Source: an optimization exercise on an open RTL-to-GDS flow (aim: small area and a short achievable clock period). Production flows keep margins and buffers that such runs may drop.
RTL that was checked went through simulation tests only; none was proved equivalent to the original.
The RTL of run 2 was laid out without a check of its function.

[flow/config.mk]
export PLATFORM = sky130hd
export DESIGN_NAME = mdu4
export DESIGN_NICKNAME = mdu4
export VERILOG_FILES = /design/flow/design.v
export SDC_FILE = /design/flow/constraint.sdc
export NUM_CORES = 4
export LEC_CHECK = 0
export CAP_MARGIN = 20
export CORE_MARGIN = 2
export CORE_UTILIZATION = 40
export SLEW_MARGIN = 20
[flow/constraint.sdc]
create_clock -name core_clock -period 80.0 [get_ports {clk}]
set_input_delay 16.0000 -clock core_clock [delete_from_list [all_inputs] [get_ports {clk}]]
set_output_delay 16.0000 -clock core_clock [all_outputs]
set_load 0.01 [all_outputs]
[flow/design.v]
module mdu4 (
    input  wire        clk,
    input  wire        rst,
    input  wire        in_valid,
    input  wire        in_op,         
    input  wire [31:0] in_a,
    input  wire [31:0] in_b,
    input  wire [4:0]  in_tag,
    input  wire [3:0]  in_rob,
    input  wire [31:0] in_pc,
    output reg         out_valid,
    output reg  [31:0] out_value,
    output reg  [4:0]  out_tag,
    output reg  [3:0]  out_rob,
    output reg         fault,
    output reg  [31:0] fault_pc
);
    localparam UOPW = 1 + 1 + 32 + 32 + 5 + 4 + 32;
    reg [UOPW-1:0] mul1, mul2, mul3, mul4;
    wire        m4_valid = mul4[UOPW-1];
    wire        m4_op    = mul4[UOPW-2];
    wire [31:0] m4_a     = mul4[UOPW-3 -: 32];
    wire [31:0] m4_b     = mul4[UOPW-35 -: 32];
    wire [4:0]  m4_tag   = mul4[UOPW-67 -: 5];
    wire [3:0]  m4_rob   = mul4[UOPW-72 -: 4];
    wire [31:0] m4_pc    = mul4[31:0];
    wire [31:0] product  = m4_a * m4_b;
    wire        a_neg    = m4_a[31];
    wire        b_neg    = m4_b[31];
    wire [31:0] a_mag    = a_neg ? (~m4_a + 32'd1) : m4_a;
    wire [31:0] b_mag    = b_neg ? (~m4_b + 32'd1) : m4_b;
    wire [31:0] q_mag    = (b_mag == 32'd0) ? 32'd0 : (a_mag / b_mag);
    wire [31:0] quotient = (a_neg ^ b_neg) ? (~q_mag + 32'd1) : q_mag;
    wire [31:0] result   = m4_op ? quotient : product;
    wire        div_zero = m4_valid && m4_op && (m4_b == 32'd0);
    wire [UOPW-1:0] issue_uop = {in_valid, in_op, in_a, in_b, in_tag, in_rob, in_pc};
    always @(posedge clk) begin
        if (rst) begin
            mul1      <= {UOPW{1'b0}};
            mul2      <= {UOPW{1'b0}};
            mul3      <= {UOPW{1'b0}};
            mul4      <= {UOPW{1'b0}};
            out_valid <= 1'b0;
            out_value <= 32'd0;
            out_tag   <= 5'd0;
            out_rob   <= 4'd0;
            fault     <= 1'b0;
            fault_pc  <= 32'd0;
        end else if (!fault) begin
            if (div_zero) begin
                out_valid <= 1'b0;
                fault     <= 1'b1;
                fault_pc  <= m4_pc;
            end else begin
                out_valid <= m4_valid;
                if (m4_valid) begin
                    out_value <= result;
                    out_tag   <= m4_tag;
                    out_rob   <= m4_rob;
                end
                mul4 <= mul3;
                mul3 <= mul2;
                mul2 <= mul1;
                mul1 <= issue_uop;
            end
        end
    end
endmodule
[flow/run.sh]
#!/bin/bash
# synth_recipe.tcl (not shown) runs the flow's synth.tcl, then flattens the netlist and writes it again
# the make line also repeats each setting of config.mk as NAME=value (left out here)
make -C /OpenROAD-flow-scripts/flow DESIGN_CONFIG=/design/flow/config.mk WORK_HOME=/design/flow/orfs CLKGATE_MAP_FILE= SYNTH_SCRIPT=/design/flow/synth_recipe.tcl finish
==> results of run 1 <==
critical path, delay by kind of cell (launching register included):
kind	cells	cell delay, ps
multiplexers	2	780
flip-flops	1	350
XOR/XNOR	1	280
AO/OA/AOI/OAI	199	44360
buffers and inverters	27	4790
AND/OR/NAND/NOR	81	15750
adder cells (fa/ha/maj)	32	9730
cell families after synthesis:
logic type,count (synthesis),synth area share
AO/OA/AOI/OAI,2098,0.209
XOR/XNOR,470,0.0649
adder cells (fa/ha/maj),1066,0.257
buffers and inverters,1114,0.0669
flip-flops,503,0.158
multiplexers,89,0.0151
AND/OR/NAND/NOR,3291,0.229
final timing paths:
kind / startpoint / endpoint / slack [ps] / depth (start not counted)
max: mul4[47] / out_value[20] / 3760 / 342
max reg2reg: mul4[47] / out_value[20] / 3760 / 342
min reg2reg: mul2[106] / mul3[106] / 420 / 2
min: mul2[106] / mul3[106] / 420 / 2
sequential cells by signal (all words and copies together) (netlist names):
register and cells:
fault 1, fault_pc 32, mul4 107, out_tag 5
out_rob 4, mul3 107, mul2 107, out_value 32
out_valid 1, mul1 107
final cells by class:
class / instances / area (um2) / share of cell area
clock buffers: 80 / 1630 / 0.0223
inverters: 651 / 2450 / 0.0335
repair buffers: 605 / 5230 / 0.0714
multi-input cells: 7015 / 50900 / 0.695
flip-flops and latches: 503 / 10100 / 0.138
diodes: 1 / 2.50 / 0.0000342
clock inverters: 22 / 344 / 0.00470
well taps: 2072 / 2590 / 0.0354
timing repair:
action | CTS | global route
pin swaps | 3 | 49
cloned | 0 | 3
resized for setup | 29 | 208
buffers inserted | 10 | 55
endpoints found under the setup margin | 32 | 32
layer usage:
layer / wire length (um) / share of wire / global-route usage
met4: 11700 / 0.046 / 0.121
met3: 18600 / 0.074 / 0.0444
met2: 112000 / 0.45 / 0.483
met1: 109000 / 0.43 / 0.405
met5: 43 / 0.00017 / 0
placed cells by master (no fill, tap or decap), drive strengths merged, types with 20 or more instances in the layout:
cell	instances
inv	655
a41oi	20
or4	25
nand2	1779
fa	408
o211ai	51
o21ai	308
a31oi	70
nor3	214
nand2b	50
a21o	168
clkbuf	81
buf	422
or2	44
nor2	549
o31a	24
nor2b	62
xnor2	288
and2	170
ha	658
or3	55
o21a	141
nand3	141
dfxtp	503
a21boi	30
a31o	22
a21oi	889
clkdlybuf4s50	182
mux2i	33
and3	60
mux2	56
xor2	182
o31ai	63
a211oi	55
nor4	44
nand4	53
o21bai	33
==> summary.txt, run 1 <==
- Largest cells by area after synthesis: dfxtp_1, ha_1, fa_1
- Type of the worst min-delay path: flop to flop
- Prevailing post-synth register cell: dfxtp_1
- Worst setup margin: 3760 ps
- Fin Hold WS: 421 ps
- Synth cell types: 111
- Mean cell area of the mapped netlist: 7.38 um2
- I/O Pins: 184
- Setup crit start kind: flop
- Max cap viols: 0
- Critical path's largest stage delay: 650 ps
- Synth area leader: dfxtp_1
- Wire per inst: 23.0 um
- CTS Buf Count: 55
- Endpoint class of the critical path: flop
- DR vias/cell: 5.82
- Worst-margin pin slew: 1120 ps
- H-tree Lvls: 2
- Setup TNS: 0 ps
- Max Clock Skew: 40.1 ps
- Initial antenna violation count: 5
- Drt drc: 0
- Grt total ovfl: 0
- Slew Viols, Final: 0
- Top-area cell type share of the netlist area: 0.158
- Layout overhead on the synthesized area: 14.9%
- CTS Hold Buffers Added: 0
- Most common cell on crit path: ha_1
- Die Ht: 403 um
- Number of synthesized flops with an enable pin: 0
- Fin crit share: 0.953
- Gpl congestion: 1.00
- Post-synthesis async set-or-reset flop share: 0
- Pre-Repair DR Iteration Count: 7
- Max Fanout on Critical Path: 25
- Max Fclk: 0.0131 GHz
- Std-Cell Core Area: 0.158 mm2
- Initial Utilization: 0.403
- First-pass GRT wire length: 380,000 um
- Clock Latency Late Sink: 680 ps
- CTS Sinks: 503
- Clock tree buffer depth: 3
- DP HPWL: 193,000 um
- Tmin final: 76,240 ps
- Die X-Extent: 403 um
- Hold Vio Cnt, Final: 0
- Post-Syn Instances: 8,631
- Vias in the first global route: 61,900
- Top-count cell post-synth: nand2_1
- Post-Syn Nets: 9,806
- Largest net degree at the start of global routing: 270
- CTS tree: yes
- Root Driver: clkbuf_16
- Number of synthesized register bits: 503
- Clk slew on worst S/H paths: 70 ps
- Cell count after placement: 10,800
- Final Setup Violations: 0
- Synthesized area: 0.0637 mm2
- Initial drt markers: 5,770
- Status: finished clean
- Final nets: 10,000
- Vias: 63,700
- Sequential area share after synthesis: 0.158
- Critical path class: flop to flop
- Antenna viol nets, final: 0
- Row count: 146
- Worst EP arrival: 76,780 ps
- Dpl ws: -1630 ps
- Filler cell count: 16,100
- Warnings from Yosys: 1
- Die Area: 0.162 mm2
- Design area: 0.0732 mm2
- Layout cells sized above 1: 0.101
- Relative slew slack: 0.251
- All-layer global routing usage: 0.301
- I/O Buffers: 183
- Placed Area: 0.0696 mm2
- Layout Cells excl Fill: 10,900
- WP data required: 80,540 ps
- Slowest-stage cell, CP: or4_4
- Post-Route WL: 252,000 um
- Fin util: 0.463
- Synth top cells by count: nand2_1, a21oi_1, ha_1
==> run 2, diff against run 1 <==
==> flow/design.v (replaced) <==
module mdu4 (
    input  wire        clk,
    input  wire        rst,
    input  wire        in_valid,
    input  wire        in_op,         
    input  wire [31:0] in_a,
    input  wire [31:0] in_b,
    input  wire [4:0]  in_tag,
    input  wire [3:0]  in_rob,
    input  wire [31:0] in_pc,
    output reg         out_valid,
    output reg  [31:0] out_value,
    output reg  [4:0]  out_tag,
    output reg  [3:0]  out_rob,
    output reg         fault,
    output reg  [31:0] fault_pc
);
    localparam K1 = 6, K2 = 15, K3 = 24;
    reg v1, v2, v3, v4;           
    reg z2, z3, z4;               
    reg op1, op2, op3, op4;
    reg [8:0] tr1, tr2, tr3, tr4;   
    reg [31:0] a1, b1;
    reg [31:0] y2, y3, y4;        
    reg [31:0] ab2, ab3, ab4;     
    reg        sn2, sn3, sn4;     
    reg [K1-1:0] r2;
    reg [K2-1:0] r3;
    reg [K3-1:0] r4;
    wire z1 = v1 & op1 & (b1 == 32'd0);
    wire [31:0] a_in = (op1 & a1[31]) ? (~a1 + 32'd1) : a1;
    wire [31:0] y_in = op1 ? (b1[31] ? (b1 - 32'd1) : ~b1) : b1;
    wire        sn_in = a1[31] ^ b1[31];
    wire [31:0] rin  [0:31];
    wire [31:0] rout [0:31];
    wire [31:0] abv  [0:32];
    wire        opv  [0:31];
    wire [31:0] yv   [0:31];
    genvar s;
    generate
        for (s = 0; s < 32; s = s + 1) begin : row
            if (s < K1) begin : st1
                assign opv[s] = op1;
                assign yv[s]  = y_in;
            end else if (s < K2) begin : st2
                assign opv[s] = op2;
                assign yv[s]  = y2;
            end else if (s < K3) begin : st3
                assign opv[s] = op3;
                assign yv[s]  = y3;
            end else begin : st4
                assign opv[s] = op4;
                assign yv[s]  = y4;
            end
            wire [31:0] abi = (s == 0)  ? a_in :
                              (s == K1) ? ab2 :
                              (s == K2) ? ab3 :
                              (s == K3) ? ab4 : abv[s];
            wire [31:0] ri  = (s == K1) ? {{(32-K1){1'b0}}, r2} :
                              (s == K2) ? {{(32-K2){1'b0}}, r3} :
                              (s == K3) ? {{(32-K3){1'b0}}, r4} :
                              (s == 0)  ? 32'd0 : rout[s-1];
            assign rin[s] = ri;
            wire        op   = opv[s];
            wire [31:0] y    = yv[s];
            wire        abit = abi[31-s];
            wire [s:0]  x;
            if (s == 0) begin : x0
                assign x = op & abit;
            end else begin : xs
                assign x = {ri[s-1:0], op & abit};
            end
            wire [s+1:0] sum = {1'b0, x} + {1'b0, y[s:0]} + {{(s+1){1'b0}}, op};
            wire         hz;
            if (s == 31) begin : hz31
                assign hz = 1'b1;
            end else begin : hzs
                assign hz = &y[31:s+1];
            end
            wire sel = op ? (sum[s+1] & hz) : abit;
            wire [s:0] ro = sel ? sum[s:0] : x;
            if (s == 31) begin : ro31
                assign rout[s] = ro;
            end else begin : ros
                assign rout[s] = {{(31-s){1'b0}}, ro};
            end
            assign abv[s+1] = (abi & ~(32'd1 << (31-s))) | ({31'd0, sel} << (31-s));
        end
    endgenerate
    wire [31:0] q      = abv[32];
    wire [31:0] result = op4 ? (sn4 ? (~q + 32'd1) : q) : rout[31];
    always @(posedge clk) begin
        v1 <= !rst & in_valid;
        v2 <= !rst & v1;
        v3 <= !rst & v2;
        v4 <= !rst & v3;
        z2 <= !rst & z1;
        z3 <= !rst & z2;
        z4 <= !rst & z3;
        op1 <= in_op;  a1 <= in_a;  b1 <= in_b;  tr1 <= {in_tag, in_rob};
        op2 <= op1;  y2 <= y_in;     ab2 <= abv[K1]; sn2 <= sn_in; r2 <= rout[K1-1][K1-1:0]; tr2 <= tr1;
        op3 <= op2;  y3 <= y2;       ab3 <= abv[K2]; sn3 <= sn2;   r3 <= rout[K2-1][K2-1:0]; tr3 <= tr2;
        op4 <= op3;  y4 <= y3;       ab4 <= abv[K3]; sn4 <= sn3;   r4 <= rout[K3-1][K3-1:0]; tr4 <= tr3;
        out_valid <= !rst & !fault & v4 & !z4;
        fault     <= !rst & (fault | z4);
        out_value <= result;
        {out_tag, out_rob} <= tr4;
        if (!(fault | z1 | z2 | z3 | z4))
            fault_pc <= in_pc;
    end
endmodule
--- a/flow/config.mk
+++ b/flow/config.mk
@@ -6,4 +6,5 @@
 export NUM_CORES = 4
 export LEC_CHECK = 0
+export ABC_AREA = 1
 export CAP_MARGIN = 20
 export CORE_MARGIN = 2
==> summary.txt, run 2 <==
- Status: finished clean
- Placed Area: 0.0496 mm2 (-29%)
- Critical path class: flop to flop
- All-layer global routing usage: 0.283 (-0.0180)
- Reg2Reg Setup Slack: 54,610 ps (+50,850 ps)
- Most frequent cells in the layout: nand2_1, inv_1, nand3_1, a21oi_1, ha_1
- Die Ht: 344 um (-15%)
- Filler cell count: 12,000 (-25%)
- Commonest non-fill, non-tap cell in the layout: nand2_1
- Synth top cells by count: nand2_1, inv_1, nand3_1
- Worst-margin pin slew: 1070 ps (-43.7 ps)
- Number of synthesized register bits: 426 (-15%)
- Root Driver: clkbuf_16
- Drt drc: 0 (unchanged)
- Fin crit share: 0.317 (-0.636)
- Die Area: 0.118 mm2 (-27%)
- Antenna viol nets, final: 0 (unchanged)
- Number of synthesized flops with an enable pin: 32 (+32)
- Row count: 124 (-15%)
- Max Fclk: 0.0394 GHz (+200%)
- H-tree Lvls: 2 (unchanged)
- Slowest-stage cell, CP: inv_1
- Setup crit end: r4[18]
- Max layer used: met5
- Top-count cell post-synth: nand2_1
- Sequential area share after synthesis: 0.192 (+0.0338)
- I/O Buffers: 183 (unchanged)
- Synth area leader: dfxtp_1
- Register area: 0.00885 mm2 (-12%)
- WP data required: 80,590 ps (+50 ps)
- First-pass GRT wire length: 259,000 um (-32%)
- Endpoint class of the critical path: flop
- Clock Latency Late Sink: 670 ps (about the same)
- Mean cell area of the mapped netlist: 6.46 um2 (-12%)
- Tmin final: 25,390 ps (-50,850 ps)
- Routed met1 length: 79,100 um (-28%)
- Synthesized area: 0.0461 mm2 (-28%)
- Post-Syn Nets: 7,808 (-20%)
- Max Fanout on Critical Path: 35 (+40%)
- Layout overhead on the synthesized area: 11.4%
- Design area: 0.0514 mm2 (-30%)
- Post-synthesis async set-or-reset flop share: 0 (unchanged)
- Worst setup startpoint: y3[0]
- WL met3: 10,900 um (-41%)
- Final nets: 7,976 (-20%)
- Vias in the first global route: 44,600 (-28%)
- Wire per inst: 19.4 um (-16%)
- Reg2reg path depth: 115 (-66%)
- CTS tree: yes
- Post-Syn Instances: 7,137 (-17%)
- CTS Hold Buffers Added: 0 (unchanged)
- Postcts setup bufs: 0 (-10)
- DP HPWL: 139,000 um (-28%)
- Post-Route WL: 172,000 um (-32%)
- Relative slew slack: 0.283 (+0.0322)
- Multi-input gate area: 0.0337 mm2 (-34%)
- Synth cell types: 73 (-34%)
- Cell count after placement: 8,766 (-19%)
- Clock tree buffer depth: 3 (unchanged)
- Largest net degree at the start of global routing: 53 (-80%)
- Warnings from Yosys: 1 (unchanged)
- Layout Cells excl Fill: 8,859 (-19%)
- Layout cells sized above 1: 0.0455 (-0.0555)
- Critical R2R Launch: y3[0]
- I/O Pins: 184 (unchanged)
- Hold Vio Cnt, Final: 0 (unchanged)
- Setup crit start kind: flop
- Initial Utilization: 0.403 (+0.000615)
- RSZ-0062 raised after global routing: no
- Met2 WL: 75,100 um (-33%)
- CTS Sinks: 426 (-15%)
- Most common cell on crit path: nand2_1
- Die X-Extent: 344 um (-15%)
- Gpl congestion: 0.983 (-1.6%)
- Pre-Repair DR Iteration Count: 6 (-1)
- Slew Viols, Final: 0 (unchanged)
- Largest cells by area after synthesis: dfxtp_1, nand2_1, ha_1
- Post-CTS sizing: 0 (-100%)
- Final Setup Violations: 0 (unchanged)
- Setup TNS: 0 ps (unchanged)
- Top-area cell type share of the netlist area: 0.171 (+0.0130)
- Clk slew on worst S/H paths: 70 ps (about the same)
- Initial antenna violation count: 5 (unchanged)
- Worst R2R End: r4[18]
- Fin Hold WS: 315 ps (-105 ps)
- Max Clock Skew: 56.5 ps (+16.5 ps)
- CTS Buf Count: 49 (-11%)
- Initial drt markers: 3,981 (-31%)
- Grt total ovfl: 0 (unchanged)
- Std-Cell Core Area: 0.114 mm2 (-28%)
- Type of the worst min-delay path: flop to flop
- Prevailing post-synth register cell: dfxtp_1
- Max cap viols: 0 (unchanged)
- DR vias/cell: 5.41 (-7.1%)
- Worst EP arrival: 25,980 ps (-50,800 ps)
- Critical path's largest stage delay: 840 ps (+190 ps)
- Vias: 47,900 (-25%)
-- run 2: cell types whose count changed after synthesis, moves of 73 or more --
cell / change
nand3_1: +549
dfxtp_1: -109
ha_1: -158
fa_1: -346
xor2_1: +73
nand2_1: +219
o21a_1: -111
clkbuf_1: -354
a21o_1: -123
a21oi_1: -358
nor3_1: -130
xnor2_1: -138
inv_1: +109
-- run 2: per-stage QoR --
step	worst slack, ps	util
2_1_floorplan	62700	-
3_3_place_gp	54830	0.434
3_5_place_dp	54880	0.434
4_1_cts	54790	0.449
5_1_grt	52490	0.449
6_report	54610	0.449
-- run 2: cells by family after synthesis --
logic type / Yosys count / synth area share
compound gates: 1220 / 0.153
xor+xnor: 404 / 0.0769
fa+ha+maj: 562 / 0.163
buf+inv: 904 / 0.0774
flops: 426 / 0.192
simple gates: 3621 / 0.338
-- run 2: layer usage --
metal / vias up / GRT usage
met5: - / 0
met4: 2 / 0.0980
met3: 268 / 0.0325
met2: 1534 / 0.452
met1: 22000 / 0.393
li1: 24100 / -
-- run 2: final cells by class --
type                       instances  area share
timing repair buffer             237      0.0436
inverter                         784      0.0573
sequential                       426       0.172
tap                             1512      0.0368
clock inverter                    30     0.00816
clock buffer                      61      0.0257
multi-input combinational       5807       0.656
antenna                            2   0.0000974
-- run 2: critical path: cells and delay by family, from the launching register on --
family	cells	cell delay, ps
AND/OR/NAND/NOR	59	8790
flip-flops	1	740
adder cells (fa/ha/maj)	10	3760
AO/OA/AOI/OAI	33	6670
buffers and inverters	13	5190
-- run 2: worst min-delay path by stage --
| stage | start | to | slack [ps] | depth (start not counted) |
|---|---|---|---|---|
| after global routing | ab3[17] | ab4[17] | 310 | 0 |
| after CTS | ab3[0] | ab4[0] | 310 | 0 |
| final | tr2[4] | tr3[4] | 320 | 0 |
| after global placement | tr1[4] | tr2[4] | 310 | 0 |
| after floorplan | ab2[0] | ab3[0] | 310 | 0 |
| after detailed placement | ab2[27] | ab3[27] | 310 | 0 |

[re-timing with driven ports]
The results above use ideal ports. As a check the final layouts listed here were re-extracted and re-timed, cells and wires unchanged.
Step 1 assumes that a clkbuf_16 drives the clock port and a buf_2 every other input.
Step 2 moves the port delays by t, midway between the first and last clock arrival at a register: inputs arrive t later, outputs are due t later. That takes back most of the time a late clock gives input paths.
a / b / c = ideal / step 1 / step 2; a / b = the first two.
| run | t (ns) | setup slack, ns | pins driven straight from the clock port |
|---|---|---|---|
| run 1 | 0.729 | 3.763 / 3.763 / 3.763 | 1 |
| run 2 | 0.710 | 54.613 / 54.613 / 54.613 | 1 |
After both steps setup and hold are still met in every run listed.
